From an optimization exercise on the open Yosys and OpenROAD flow, aimed at small area, a short achievable clock period and few clock cycles; shortcuts taken in it are not production practice.
RTL that was checked went through simulation tests only; none was proved equivalent to the original.

==> run P <==
## mbrtu_server
module mbrtu_server (
    input  wire         clk,
    input  wire         rst,
    input  wire [7:0]   rx_data,
    input  wire         rx_valid,
    input  wire         rx_last,
    output wire         rx_ready,
    output reg  [7:0]   tx_data,
    output reg          tx_valid,
    output reg          tx_last,
    input  wire         tx_ready,
    input  wire [31:0]  di_in,
    input  wire [127:0] ir_in
);
    localparam BUF_CAP = 68;           
    function [15:0] crc_byte(input [15:0] c, input [7:0] d);
        integer k;
        reg [15:0] r;
        begin
            r = c ^ {8'h00, d};
            for (k = 0; k < 8; k = k + 1)
                r = r[0] ? ((r >> 1) ^ 16'hA001) : (r >> 1);
            crc_byte = r;
        end
    endfunction
    function [15:0] crc_unstep(input [15:0] c);
        integer k;
        reg [15:0] r;
        begin
            r = c;
            for (k = 0; k < 8; k = k + 1)
                r = {r[14:0] ^ (r[15] ? 15'h2001 : 15'h0000), r[15]};
            crc_unstep = r;
        end
    endfunction
    reg [7:0]  rb [0:BUF_CAP-1];
    reg [6:0]  wptr;       
    reg [15:0] pcrc;       
    reg [6:0]  blen;       
    reg [6:0]  rptr;       
    reg [6:0]  qidx;       
    reg [7:0]  rd_q;       
    reg        rx_rdy;
    reg        in_v, in_l;
    reg [7:0]  in_d;
    assign rx_ready = rx_rdy;
    reg [7:0]  h0, h1, h2, h3, h4, h5, h6;
    always @(*) begin
        h0 = rb[0];
        h1 = rb[1];
        h2 = rb[2];
        h3 = rb[3];
        h4 = rb[4];
        h5 = rb[5];
        h6 = rb[6];
    end
    localparam R_RECV = 3'd0;
    localparam R_CHK  = 3'd1;
    localparam R_SCAN = 3'd2;
    localparam R_MOVE = 3'd3;
    localparam R_HOLD = 3'd4;
    localparam R_DEC  = 3'd5;
    localparam R_MSET = 3'd6;
    reg [2:0]  rs;         
    reg        prime;      
    reg [15:0] tcrc;       
  ...
==> flow/config.mk <==
export PLATFORM = sky130hd
export DESIGN_NAME = mbrtu_server
export DESIGN_NICKNAME = mbrtu_server
export VERILOG_FILES = /design/flow/design.v
export SDC_FILE = /design/flow/constraint.sdc
export NUM_CORES = 4
export LEC_CHECK = 0
export CAP_MARGIN = 20
export CORE_MARGIN = 2
export CORE_UTILIZATION = 40
export SLEW_MARGIN = 20
==> flow/constraint.sdc <==
create_clock -name core_clock -period 10.0 [get_ports {clk}]
set_input_delay 2.0000 -clock core_clock [delete_from_list [all_inputs] [get_ports {clk}]]
set_output_delay 2.0000 -clock core_clock [all_outputs]
set_load 0.01 [all_outputs]
standard.sh (not shown) runs the stock make flow with config.mk's settings and CLKGATE_MAP_FILE= SYNTH_SCRIPT=/design/flow/synth_recipe.tcl, a recipe that flattens the netlist after the stock synthesis.
==> flow/flow/run.sh <==
#!/bin/bash
# The standard layout (standard.sh: standard synthesis, floorplan, place,
# CTS, route, finish) with two changes to how it is made:
#  - the input and output ports are buffered with buf_4 instead of the
#    buffer buffer_ports picks by default (a slow delay cell);
#  - repair_timing aims for 6.5 ns of setup slack at the design's period,
#    so the layout is sized for the period it can reach.
# The clock, its period and the constraints are the design's (constraint.sdc).
set -euo pipefail
export BUFFER_PORTS_ARGS="-buffer_cell sky130_fd_sc_hd__buf_4"
export SETUP_SLACK_MARGIN=6.5
bash standard.sh > standard_run.log 2>&1
==> run B (differences from run P) <==
--- a/flow/design.v
+++ b/flow/design.v
@@ -35,17 +35,18 @@
     endfunction
     reg [7:0]  rb [0:BUF_CAP-1];
     reg [6:0]  wptr;       
     reg [15:0] pcrc;       
     reg [6:0]  blen;       
     reg [6:0]  rptr;       
-    reg [6:0]  qidx;       
+    wire [6:0] qidx = rptr + 7'd1;    
     reg [7:0]  rd_q;       
     reg        rx_rdy;
-    reg        in_v, in_l;
-    reg [7:0]  in_d;
+    wire       in_v = rx_valid & rx_rdy;
+    wire       in_l = rx_last;
+    wire [7:0] in_d = rx_data;
     assign rx_ready = rx_rdy;
     reg [7:0]  h0, h1, h2, h3, h4, h5, h6;
     always @(*) begin
         h0 = rb[0];
         h1 = rb[1];
         h2 = rb[2];
@@ -60,16 +61,14 @@
     localparam R_MOVE = 3'd3;
     localparam R_HOLD = 3'd4;
     localparam R_DEC  = 3'd5;
     localparam R_MSET = 3'd6;
     reg [2:0]  rs;         
     reg        prime;      
-    reg [15:0] tcrc;       
     reg        fnd;        
-    reg [6:0]  fs;         
-    reg [6:0]  mv_end;     
+    reg [2:0]  mv_left;    
     reg        mv_hdr;     
     reg [6:0]  flen;       
     reg [6:0]  fbase;      
     reg        in_q;       
     reg        cm_done;    
     reg        q_v;
@@ -80,20 +79,20 @@
     reg [2:0]  cm_r;
     reg [6:0]  cm_cr;      
     reg [2:0]  cm_lane;
     reg [4:0]  cm_hp;
     reg [4:0]  cm_hc;
     reg        cm_half;
-    reg [7:0]  whi;
     reg [63:0] coils;
     reg [15:0] hregs [0:31];
     reg [31:0] hvld;
-    wire       mv_v  = (rs == R_MOVE) && !prime;
-    wire       mv_l  = (qidx == mv_end);
+    reg        mvq;        
+    wire       mv_v  = mvq;
+    wire       mv_l  = (mv_left == 3'd1);
     wire       ap_v  = in_v | mv_v;
-    wire [7:0] ap_d  = in_v ? in_d : rd_q;
+    wire [7:0] ap_d  = mvq ? rd_q : in_d;
     wire [6:0] n_new = wptr + 7'd1;
     wire [15:0] h_cnt = {h4, h5};
     wire [16:0] nb17  = {1'b0, h_cnt} + 17'd7;
     wire [13:0] h_nb  = nb17[16:3];
     wire        cnz   = (h_cnt != 16'd0);
     wire f_rb = (h1 == 8'h01) || (h1 == 8'h02);
@@ -117,24 +116,25 @@
         pd_len   <= f_wc ? (h_nb[7:0] + 8'd9) :
                     f_wr ? ({h_cnt[6:0], 1'b0} + 8'd9) : 8'd8;
         pd_off   <= f_wc ? (7'd7 + {1'b0, c_j0}) : 7'd7;
         pd_cr0   <= c_big ? {4'b1000, c_over[2:0]} : h_cnt[6:0];
         pd_lane  <= h3[5:3] + c_j0[2:0];
     end
-    wire fast = (rs == R_RECV) && in_v && in_l && (n_new >= 7'd5) &&
-                (pcrc == {8'h00, in_d});
-    wire [6:0] flen_e  = fast ? n_new : flen;
-    wire [6:0] fbase_e = fast ? 7'd0 : fbase;
-    wire lenok = (flen_e >= 7'd8) && ({1'b0, flen_e} == pd_len);
+    wire found = (rs == R_RECV) && in_v && in_l && (n_new >= 7'd5) &&
+                 (pcrc == {8'h00, in_d});
+    wire fast  = found && !pd_wc && !pd_wr;
+    wire lenok = fast ? ((n_new >= 7'd8) && ({1'b0, n_new} == pd_len)) :
+                        ((flen >= 7'd8) && ({1'b0, flen} == pd_len));
+    wire lenok_h = (flen >= 7'd8) && ({1'b0, flen} == pd_len);
     wire legal = pd_legal;
     wire v_rb = pd_rb & lenok;
     wire v_rr = pd_rr & lenok;
     wire v_wc = pd_wc & lenok;
     wire v_wr = pd_wr & lenok;
     wire valid = v_rb | v_rr | v_wc | v_wr;
-    wire [15:0] tcrc_n = crc_unstep(tcrc) ^ {8'h00, rd_q};
+    wire [15:0] tcrc_n = crc_unstep(pcrc) ^ {8'h00, rd_q};
     wire        s_hit  = (tcrc_n == 16'hFFFF) && (qidx <= blen - 7'd5);
     localparam G_IDLE = 3'd0;
     localparam G_FC   = 3'd1;
     localparam G_B2   = 3'd2;
     localparam G_DATA = 3'd3;
     localparam G_CRCL = 3'd4;
@@ -147,13 +147,19 @@
     reg [7:0]  t_fc, t_aH, t_aL, t_cH, t_cL;
     reg        t_exc, t_rb, t_rr;
     reg [1:0]  ws;
     reg        half;
     reg [15:0] pf;         
     reg        pf_last;    
-    reg [31:0] hoh;        
+    wire [31:0] hoh;       
+    genvar gi;
+    generate
+        for (gi = 0; gi < 32; gi = gi + 1) begin : g_hoh
+            assign hoh[gi] = (t_aL[4:0] == gi);
+        end
+    endgenerate
     wire        ld = !s_valid;
     wire        ho = ld && (g == G_IDLE) && q_v && !ho_block;
     wire        ho_block = (cm_st != 2'd0) &&
                            (cm_wc ? (q_rb && !q_fc[1]) : (q_rr && !q_fc[2]));
     wire [15:0] t_cnt = {t_cH, t_cL};
     wire [63:0] bsrc = t_fc[1] ? {di_in, di_in} : coils;
@@ -230,20 +236,21 @@
             endcase
     end
     wire d_last = t_rb ? pf_last :
                   t_rr ? (half && t_cnt[6:0] == 7'd1) :
                          (ws == 2'd2);
     wire fr_ok = fast || (rs == R_HOLD);
-    wire dec_wr = v_wc | v_wr;
+    wire v_wc_h = pd_wc & lenok_h;
+    wire dec_wr = v_wc_h | (pd_wr & lenok_h);
     wire tx_reading = (g == G_FC) || (g == G_B2) || (g == G_DATA);
     wire q_earlier  = q_v;      
     wire in_q_e     = in_q && !fast;
     wire cf_coils = (tx_reading && t_rb && !t_fc[1]) || (q_earlier && q_rb && !q_fc[1]);
     wire cf_hr    = (tx_reading && t_rr && !t_fc[2]) || (q_earlier && q_rr && !q_fc[2]);
-    wire cm_req   = fr_ok && dec_wr && !(cm_done && !fast);
-    wire cm_go    = cm_req && (cm_st == 2'd0) && !(v_wc ? cf_coils : cf_hr);
+    wire cm_req   = (rs == R_HOLD) && dec_wr && !cm_done;
+    wire cm_go    = cm_req && (cm_st == 2'd0) && !(v_wc_h ? cf_coils : cf_hr);
     wire q_take   = fr_ok && !in_q_e && (!q_v || ho);
     wire fr_leave = fr_ok && (in_q_e || q_take) && (!cm_req || cm_go);
     wire [7:0]  c_mask = (cm_cr >= 7'd8) ? 8'hFF : ~(8'hFF << cm_cr[2:0]);
     wire [15:0] c_d16  = {8'h00, rd_q} << cm_r;
     wire [15:0] c_m16  = {8'h00, c_mask} << cm_r;
     wire [2:0]  cm_lane1 = cm_lane + 3'd1;
@@ -265,46 +272,45 @@
         if (rst)
             hvld <= 32'h0;
         else if (cm_run && !cm_wc && cm_half)
             hvld[cm_hp] <= 1'b1;
     end
     always @(posedge clk) begin
-        if (cm_run && !cm_wc && cm_half)
-            hregs[cm_hp] <= {whi, rd_q};
+        if (cm_run && !cm_wc) begin
+            if (cm_half)
+                hregs[cm_hp][7:0] <= rd_q;
+            else
+                hregs[cm_hp][15:8] <= rd_q;
+        end
     end
     always @(posedge clk) begin
         if (ap_v)
             rb[wptr] <= ap_d;
     end
     always @(posedge clk)
         rd_q <= (rptr < BUF_CAP) ? rb[rptr] : 8'h00;
     always @(posedge clk) begin
         if (rst) begin
             rx_rdy  <= 1'b1;
-            in_v    <= 1'b0;
-            in_l    <= 1'b0;
             rs      <= R_RECV;
             wptr    <= 7'd0;
             pcrc    <= 16'hFFFF;
             cm_st   <= 2'd0;
             prime   <= 1'b0;
+            mvq     <= 1'b0;
             q_v     <= 1'b0;
         end else begin
-            in_v <= rx_valid & rx_rdy;
-            in_l <= rx_last;
-            in_d <= rx_data;
             if (rx_valid & rx_rdy & rx_last)
                 rx_rdy <= 1'b0;
-            qidx <= rptr;
             if (ap_v) begin
                 wptr <= n_new;
                 pcrc <= crc_byte(pcrc, ap_d);
             end
             if (in_v && in_l) begin
                 if (n_new >= 7'd5) begin
-                    rs      <= fast ? R_HOLD : R_CHK;
+                    rs      <= found ? R_HOLD : R_CHK;
                     flen    <= n_new;
                     fbase   <= 7'd0;
                     in_q    <= 1'b0;
                     cm_done <= 1'b0;
                 end else
                     rx_rdy <= 1'b1;
@@ -323,14 +329,14 @@
                 q_rb   <= v_rb;
                 q_rr   <= v_rr;
             end
             case (cm_st)
             2'd0: if (cm_go) begin
                 cm_st   <= 2'd1;
-                rptr    <= fbase_e + pd_off;
-                cm_wc   <= v_wc;
+                rptr    <= fbase + pd_off;
+                cm_wc   <= v_wc_h;
                 cm_r    <= h3[2:0];
                 cm_cr   <= pd_cr0;
                 cm_lane <= pd_lane;
                 cm_hp   <= h3[4:0];
                 cm_hc   <= h5[4:0];
                 cm_half <= 1'b0;
@@ -341,15 +347,13 @@
             end
             default: begin
                 rptr    <= rptr + 7'd1;
                 cm_cr   <= cm_cr - 7'd8;
                 cm_lane <= cm_lane1;
                 cm_half <= ~cm_half;
-                if (!cm_half)
-                    whi <= rd_q;
-                else begin
+                if (cm_half) begin
                     cm_hp <= cm_hp + 5'd1;
                     cm_hc <= cm_hc - 5'd1;
                 end
                 if (cm_fin)
                     cm_st <= 2'd0;
             end
@@ -369,52 +373,54 @@
                 if (cm_st == 2'd0) begin
                     begin
                         rs    <= R_SCAN;
                         blen  <= wptr;
                         rptr  <= wptr - 7'd1;
                         prime <= 1'b1;
-                        tcrc  <= 16'h0000;
+                        pcrc  <= 16'h0000;
                         fnd   <= 1'b0;
                     end
                 end
             end
             R_SCAN: begin
                 rptr  <= rptr - 7'd1;
                 prime <= 1'b0;
                 if (!prime) begin
-                    tcrc <= tcrc_n;
+                    pcrc <= tcrc_n;
                     if (s_hit) begin
                         fnd <= 1'b1;
-                        fs  <= qidx;
+                        fbase <= qidx;    
                     end
                     if (qidx == 7'd1)
                         rs <= R_MSET;
                 end
             end
             R_MSET: begin
                 rs    <= R_MOVE;
                 prime <= 1'b1;
                 wptr  <= 7'd0;
                 pcrc  <= 16'hFFFF;
                 if (fnd) begin
-                    rptr   <= fs;
-                    mv_end <= fs + 7'd6;
-                    fbase  <= fs;
-                    flen   <= blen - fs;
+                    rptr    <= fbase;
+                    mv_left <= 3'd7;
+                    flen    <= blen - fbase;
                     mv_hdr <= 1'b1;
                 end else begin
-                    rptr   <= blen - 7'd4;
-                    mv_end <= blen - 7'd1;
+                    rptr    <= blen - 7'd4;
+                    mv_left <= 3'd4;
                     mv_hdr <= 1'b0;
                 end
             end
             R_DEC:
                 rs <= R_HOLD;
             R_MOVE: begin
                 rptr  <= rptr + 7'd1;
                 prime <= 1'b0;
+                mvq   <= !(mvq && mv_l);
+                if (mvq)
+                    mv_left <= mv_left - 3'd1;
                 if (mv_v && mv_l) begin
                     if (mv_hdr) begin
                         rs      <= R_DEC;
                         in_q    <= 1'b0;
                         cm_done <= 1'b0;
                     end else begin
@@ -473,14 +479,12 @@
                 if (ho) begin
                     crc   <= crc_nx;
                     g     <= G_FC;
                     t_fc  <= q_fc;
                     t_aH  <= q_aH;
                     t_aL  <= q_aL;
-                    for (i = 0; i < 32; i = i + 1)
-                        hoh[i] <= (q_aL[4:0] == i);
                     t_cH  <= q_cH;
                     t_cL  <= q_cL;
                     t_exc <= q_exc;
                     t_rb  <= q_rb;
                     t_rr  <= q_rr;
                 end
@@ -509,13 +513,12 @@
                 pf_last <= (t_cnt[10:0] <= 11'd8);
                 if (t_rb) begin
                     t_aL[5:3] <= bq1;
                     {t_cH, t_cL} <= t_cnt - 16'd8;
                 end else if (t_rr && !half) begin
                     t_aL <= t_aL + 8'd1;
-                    hoh  <= {hoh[30:0], hoh[31]};
                 end else if (t_rr)
                     {t_cH, t_cL} <= t_cnt - 16'd1;
                 if (d_last)
                     g <= G_CRCL;
             end
             G_CRCL:
Settings changed: CORE_UTILIZATION 40 to 60.
==> run Z (differences from run P) <==
--- a/flow/design.v
+++ b/flow/design.v
@@ -117,17 +117,13 @@
         pd_len   <= f_wc ? (h_nb[7:0] + 8'd9) :
                     f_wr ? ({h_cnt[6:0], 1'b0} + 8'd9) : 8'd8;
         pd_off   <= f_wc ? (7'd7 + {1'b0, c_j0}) : 7'd7;
         pd_cr0   <= c_big ? {4'b1000, c_over[2:0]} : h_cnt[6:0];
         pd_lane  <= h3[5:3] + c_j0[2:0];
     end
-    wire fast = (rs == R_RECV) && in_v && in_l && (n_new >= 7'd5) &&
-                (pcrc == {8'h00, in_d});
-    wire [6:0] flen_e  = fast ? n_new : flen;
-    wire [6:0] fbase_e = fast ? 7'd0 : fbase;
-    wire lenok = (flen_e >= 7'd8) && ({1'b0, flen_e} == pd_len);
+    wire lenok = (flen >= 7'd8) && ({1'b0, flen} == pd_len);
     wire legal = pd_legal;
     wire v_rb = pd_rb & lenok;
     wire v_rr = pd_rr & lenok;
     wire v_wc = pd_wc & lenok;
     wire v_wr = pd_wr & lenok;
     wire valid = v_rb | v_rr | v_wc | v_wr;
@@ -137,27 +133,23 @@
     localparam G_FC   = 3'd1;
     localparam G_B2   = 3'd2;
     localparam G_DATA = 3'd3;
     localparam G_CRCL = 3'd4;
     localparam G_CRCH = 3'd5;
     reg [2:0]  g;
-    reg        s_valid;    
-    reg        s_last;
-    reg [7:0]  s_data;
+    reg        tx_body;
     reg [15:0] crc;
     reg [7:0]  t_fc, t_aH, t_aL, t_cH, t_cL;
     reg        t_exc, t_rb, t_rr;
     reg [1:0]  ws;
     reg        half;
-    reg [15:0] pf;         
-    reg        pf_last;    
-    reg [31:0] hoh;        
-    wire        ld = !s_valid;
+    wire        ld = !tx_valid || tx_ready;
     wire        ho = ld && (g == G_IDLE) && q_v && !ho_block;
     wire        ho_block = (cm_st != 2'd0) &&
                            (cm_wc ? (q_rb && !q_fc[1]) : (q_rr && !q_fc[2]));
+    wire [15:0] crc_cur = tx_body ? crc_byte(crc, tx_data) : crc;
     wire [15:0] t_cnt = {t_cH, t_cL};
     wire [63:0] bsrc = t_fc[1] ? {di_in, di_in} : coils;
     wire [2:0]  bq  = t_aL[5:3];
     wire [2:0]  bq1 = bq + 3'd1;
     reg  [7:0]  lane0, lane1;
     always @(*) begin
@@ -182,33 +174,28 @@
             default: lane1 = bsrc[63:56];
         endcase
     end
     wire [15:0] bsh = {lane1, lane0} >> t_aL[2:0];
     wire [7:0]  bmask = (t_cnt[10:3] != 8'd0) ? 8'hFF : ~(8'hFF << t_cnt[2:0]);
     wire [7:0]  bbyte = bsh[7:0] & bmask;
-    integer i;
     reg  [15:0] hr_rd, ir_rd;
     always @(*) begin
-        hr_rd = 16'h0000;
-        for (i = 0; i < 32; i = i + 1)
-            if (hoh[i] && hvld[i])
-                hr_rd = hr_rd | hregs[i];
+        hr_rd = hvld[t_aL[4:0]] ? hregs[t_aL[4:0]] : 16'h0000;
         case (t_aL[2:0])
             3'd0: ir_rd = ir_in[15:0];
             3'd1: ir_rd = ir_in[31:16];
             3'd2: ir_rd = ir_in[47:32];
             3'd3: ir_rd = ir_in[63:48];
             3'd4: ir_rd = ir_in[79:64];
             3'd5: ir_rd = ir_in[95:80];
             3'd6: ir_rd = ir_in[111:96];
             default: ir_rd = ir_in[127:112];
         endcase
     end
     wire [15:0] rv = t_fc[2] ? ir_rd : hr_rd;
-    wire [15:0] pf_next = t_rb ? {8'h00, bbyte} : rv;
-    wire [7:0]  rbyte = half ? pf[7:0] : pf[15:8];
+    wire [7:0]  rbyte = half ? rv[7:0] : rv[15:8];
     wire [11:0] t_nb_s = {1'b0, t_cnt[10:0]} + 12'd7;
     reg  [7:0]  b2_byte;
     always @(*) begin
         if (t_rb)
             b2_byte = t_nb_s[10:3];
         else if (t_rr)
@@ -216,42 +203,43 @@
         else
             b2_byte = t_aH;
     end
     reg  [7:0]  dbyte;
     always @(*) begin
         if (t_rb)
-            dbyte = pf[7:0];
+            dbyte = bbyte;
         else if (t_rr)
             dbyte = rbyte;
         else
             case (ws)
                 2'd0:    dbyte = t_aL;
                 2'd1:    dbyte = t_cH;
                 default: dbyte = t_cL;
             endcase
     end
-    wire d_last = t_rb ? pf_last :
+    wire d_last = t_rb ? (t_cnt[10:0] <= 11'd8) :
                   t_rr ? (half && t_cnt[6:0] == 7'd1) :
                          (ws == 2'd2);
-    wire fr_ok = fast || (rs == R_HOLD);
+    wire fr_ok = ((rs == R_CHK) && (pcrc == 16'h0000)) ||
+                 (rs == R_HOLD);
     wire dec_wr = v_wc | v_wr;
     wire tx_reading = (g == G_FC) || (g == G_B2) || (g == G_DATA);
-    wire q_earlier  = q_v;      
-    wire in_q_e     = in_q && !fast;
+    wire q_earlier  = q_v && !in_q;
     wire cf_coils = (tx_reading && t_rb && !t_fc[1]) || (q_earlier && q_rb && !q_fc[1]);
     wire cf_hr    = (tx_reading && t_rr && !t_fc[2]) || (q_earlier && q_rr && !q_fc[2]);
-    wire cm_req   = fr_ok && dec_wr && !(cm_done && !fast);
+    wire cm_req   = fr_ok && dec_wr && !cm_done;
     wire cm_go    = cm_req && (cm_st == 2'd0) && !(v_wc ? cf_coils : cf_hr);
-    wire q_take   = fr_ok && !in_q_e && (!q_v || ho);
-    wire fr_leave = fr_ok && (in_q_e || q_take) && (!cm_req || cm_go);
+    wire q_take   = fr_ok && !in_q && (!q_v || ho);
+    wire fr_leave = fr_ok && (in_q || q_take) && (!cm_req || cm_go);
     wire [7:0]  c_mask = (cm_cr >= 7'd8) ? 8'hFF : ~(8'hFF << cm_cr[2:0]);
     wire [15:0] c_d16  = {8'h00, rd_q} << cm_r;
     wire [15:0] c_m16  = {8'h00, c_mask} << cm_r;
     wire [2:0]  cm_lane1 = cm_lane + 3'd1;
     wire        cm_run = (cm_st == 2'd2);
     wire        cm_fin = cm_run && (cm_wc ? (cm_cr <= 7'd8) : (cm_half && cm_hc == 5'd1));
+    integer i;
     always @(posedge clk) begin
         if (rst) begin
             coils <= 64'h0;
         end else if (cm_run && cm_wc) begin
             for (i = 0; i < 64; i = i + 1) begin
                 if (i / 8 == cm_lane && c_m16[i % 8])
@@ -298,13 +286,13 @@
             if (ap_v) begin
                 wptr <= n_new;
                 pcrc <= crc_byte(pcrc, ap_d);
             end
             if (in_v && in_l) begin
                 if (n_new >= 7'd5) begin
-                    rs      <= fast ? R_HOLD : R_CHK;
+                    rs      <= R_CHK;
                     flen    <= n_new;
                     fbase   <= 7'd0;
                     in_q    <= 1'b0;
                     cm_done <= 1'b0;
                 end else
                     rx_rdy <= 1'b1;
@@ -323,13 +311,13 @@
                 q_rb   <= v_rb;
                 q_rr   <= v_rr;
             end
             case (cm_st)
             2'd0: if (cm_go) begin
                 cm_st   <= 2'd1;
-                rptr    <= fbase_e + pd_off;
+                rptr    <= fbase + pd_off;
                 cm_wc   <= v_wc;
                 cm_r    <= h3[2:0];
                 cm_cr   <= pd_cr0;
                 cm_lane <= pd_lane;
                 cm_hp   <= h3[4:0];
                 cm_hc   <= h5[4:0];
@@ -363,13 +351,16 @@
                 wptr   <= 7'd0;
                 pcrc   <= 16'hFFFF;
                 rx_rdy <= 1'b1;
             end
             case (rs)
             R_CHK: begin
-                if (cm_st == 2'd0) begin
+                if (pcrc == 16'h0000) begin
+                    if (!fr_leave)
+                        rs <= R_HOLD;
+                end else if (cm_st == 2'd0) begin
                     begin
                         rs    <= R_SCAN;
                         blen  <= wptr;
                         rptr  <= wptr - 7'd1;
                         prime <= 1'b1;
                         tcrc  <= 16'h0000;
@@ -424,105 +415,74 @@
                 end
             end
             default: ;
             endcase
         end
     end
-    reg  [7:0]  gb;
-    reg         gv, gl;
-    always @(*) begin
-        gv = ld;
-        gl = 1'b0;
-        case (g)
-            G_IDLE:  begin gb = q_unit; gv = ho; end
-            G_FC:    gb = t_fc;
-            G_B2:    gb = b2_byte;
-            G_DATA:  gb = dbyte;
-            G_CRCL:  gb = crc[7:0];
-            default: begin gb = crc[15:8]; gl = 1'b1; end
-        endcase
-    end
-    wire [15:0] crc_nx = crc_byte((g == G_IDLE) ? 16'hFFFF : crc, gb);
     always @(posedge clk) begin
         if (rst) begin
             tx_valid <= 1'b0;
             tx_last  <= 1'b0;
-            s_valid  <= 1'b0;
-        end else if (!tx_valid || tx_ready) begin
-            if (s_valid) begin
-                tx_data  <= s_data;
-                tx_last  <= s_last;
-                tx_valid <= 1'b1;
-                s_valid  <= 1'b0;
-            end else begin
-                tx_data  <= gb;
-                tx_last  <= gl;
-                tx_valid <= gv;
-            end
-        end else if (gv) begin
-            s_data  <= gb;
-            s_last  <= gl;
-            s_valid <= 1'b1;
-        end
-    end
-    always @(posedge clk) begin
-        if (rst) begin
-            g <= G_IDLE;
+            g        <= G_IDLE;
         end else if (ld) begin
             case (g)
             G_IDLE: begin
-                if (ho) begin
-                    crc   <= crc_nx;
-                    g     <= G_FC;
+                tx_last <= 1'b0;
+                if (q_v && !ho_block) begin
+                    tx_valid <= 1'b1;
+                    tx_data  <= q_unit;
+                    tx_body  <= 1'b1;
+                    crc      <= 16'hFFFF;
+                    g        <= G_FC;
                     t_fc  <= q_fc;
                     t_aH  <= q_aH;
                     t_aL  <= q_aL;
-                    for (i = 0; i < 32; i = i + 1)
-                        hoh[i] <= (q_aL[4:0] == i);
                     t_cH  <= q_cH;
                     t_cL  <= q_cL;
                     t_exc <= q_exc;
                     t_rb  <= q_rb;
                     t_rr  <= q_rr;
-                end
+                end else
+                    tx_valid <= 1'b0;
             end
             G_FC: begin
-                crc <= crc_nx;
-                g   <= G_B2;
+                crc     <= crc_cur;
+                tx_data <= t_fc;
+                g       <= G_B2;
             end
             G_B2: begin
-                crc     <= crc_nx;
+                crc     <= crc_cur;
+                tx_data <= b2_byte;
                 ws      <= 2'd0;
                 half    <= 1'b0;
-                pf      <= pf_next;
-                pf_last <= (t_cnt[10:0] <= 11'd8);
-                if (t_rb) begin
-                    t_aL[5:3] <= bq1;
-                    {t_cH, t_cL} <= t_cnt - 16'd8;
-                end
                 g       <= t_exc ? G_CRCL : G_DATA;
             end
             G_DATA: begin
-                crc     <= crc_nx;
+                crc     <= crc_cur;
+                tx_data <= dbyte;
                 ws      <= ws + 2'd1;
                 half    <= ~half;
-                pf      <= pf_next;
-                pf_last <= (t_cnt[10:0] <= 11'd8);
                 if (t_rb) begin
                     t_aL[5:3] <= bq1;
                     {t_cH, t_cL} <= t_cnt - 16'd8;
-                end else if (t_rr && !half) begin
+                end else if (t_rr && half) begin
                     t_aL <= t_aL + 8'd1;
-                    hoh  <= {hoh[30:0], hoh[31]};
-                end else if (t_rr)
                     {t_cH, t_cL} <= t_cnt - 16'd1;
+                end
                 if (d_last)
                     g <= G_CRCL;
             end
-            G_CRCL:
-                g <= G_CRCH;
-            default:
-                g <= G_IDLE;
+            G_CRCL: begin
+                crc     <= crc_cur;
+                tx_data <= crc_cur[7:0];
+                tx_body <= 1'b0;
+                g       <= G_CRCH;
+            end
+            default: begin
+                tx_data <= crc[15:8];
+                tx_last <= 1'b1;
+                g       <= G_IDLE;
+            end
             endcase
         end
     end
 endmodule
==> flow/run.sh (new file) <==
#!/bin/bash
# synth_recipe.tcl (not shown) runs the flow's synth.tcl, then flattens the netlist and writes it again
# the make line also repeats each setting of config.mk as NAME=value (left out here)
make -C /OpenROAD-flow-scripts/flow DESIGN_CONFIG=/design/flow/config.mk WORK_HOME=/design/flow/orfs CLKGATE_MAP_FILE= SYNTH_SCRIPT=/design/flow/synth_recipe.tcl finish
removed: flow/flow/run.sh
removed: flow/standard.sh
==> results_dict.tcl <==
set metrics [dict create \
    cts_sinks 1518 \
    status "finished clean" \
    final_cell_mix "edfxtp_1, buf_4, nand2_1" \
    reg2reg_depth 16 \
]
(the above is from run P)
==> results_dict.tcl <==
set metrics [dict create \
    final_cell_mix "edfxtp_1, nor2_1, buf_4" \
    reg2reg_depth 11 \
    crit_path_max_fanout 14 \
    drive_gt1_share_pct 20.8 \
    synth-xor-area-share_pct 2.90 \
    status "finished clean" \
]
(the above is from run B)
==> results_dict.tcl <==
set metrics [dict create \
    io-pin-count 184 \
    status "finished clean" \
    async_reset_ff_share_pct 0 \
    reg2reg_depth 8 \
    cts_sinks 1460 \
    final_cell_mix "edfxtp_1, nand2_1, nor2_1" \
]
(the above is from run Z)
Testbench counts of run P, summed over its fixed seeds: cycles 79,329.
Testbench counts of run B, summed over its fixed seeds: cycles 78,894.
No functional check of the RTL was part of run Z.

==> afterwards: timing with drivers on the ports <==
The flow's constraints put no driver on any port. The routed layouts listed below were extracted and timed again, unchanged, in two steps.
Step 1 assumes that a clkbuf_16 drives the clock port and a buf_2 every other input.
Step 2 also shifts input and output timing later by t, the mid clock arrival at the registers, as if the neighbouring blocks saw the same clock.
Slacks: no drivers / after step 1 / after step 2; pairs: no drivers / after step 1.
| run | t (ns) | slack for setup (ns) | worst data-port slew with drivers (ns) |
|---|---|---|---|
| run P | 0.879 | 6.170 / 6.170 / 5.760 | 0.10 |
| run B | 0.835 | 6.328 / 6.379 / 5.543 | 0.07 |
| run Z | 0.850 | 4.944 / 4.944 / 4.896 | 0.09 |
After both steps setup and hold are still met in every run listed. For run B, which loses most, drivers alone change the setup slack by +0.051 ns; drivers and shift together by -0.785 ns.
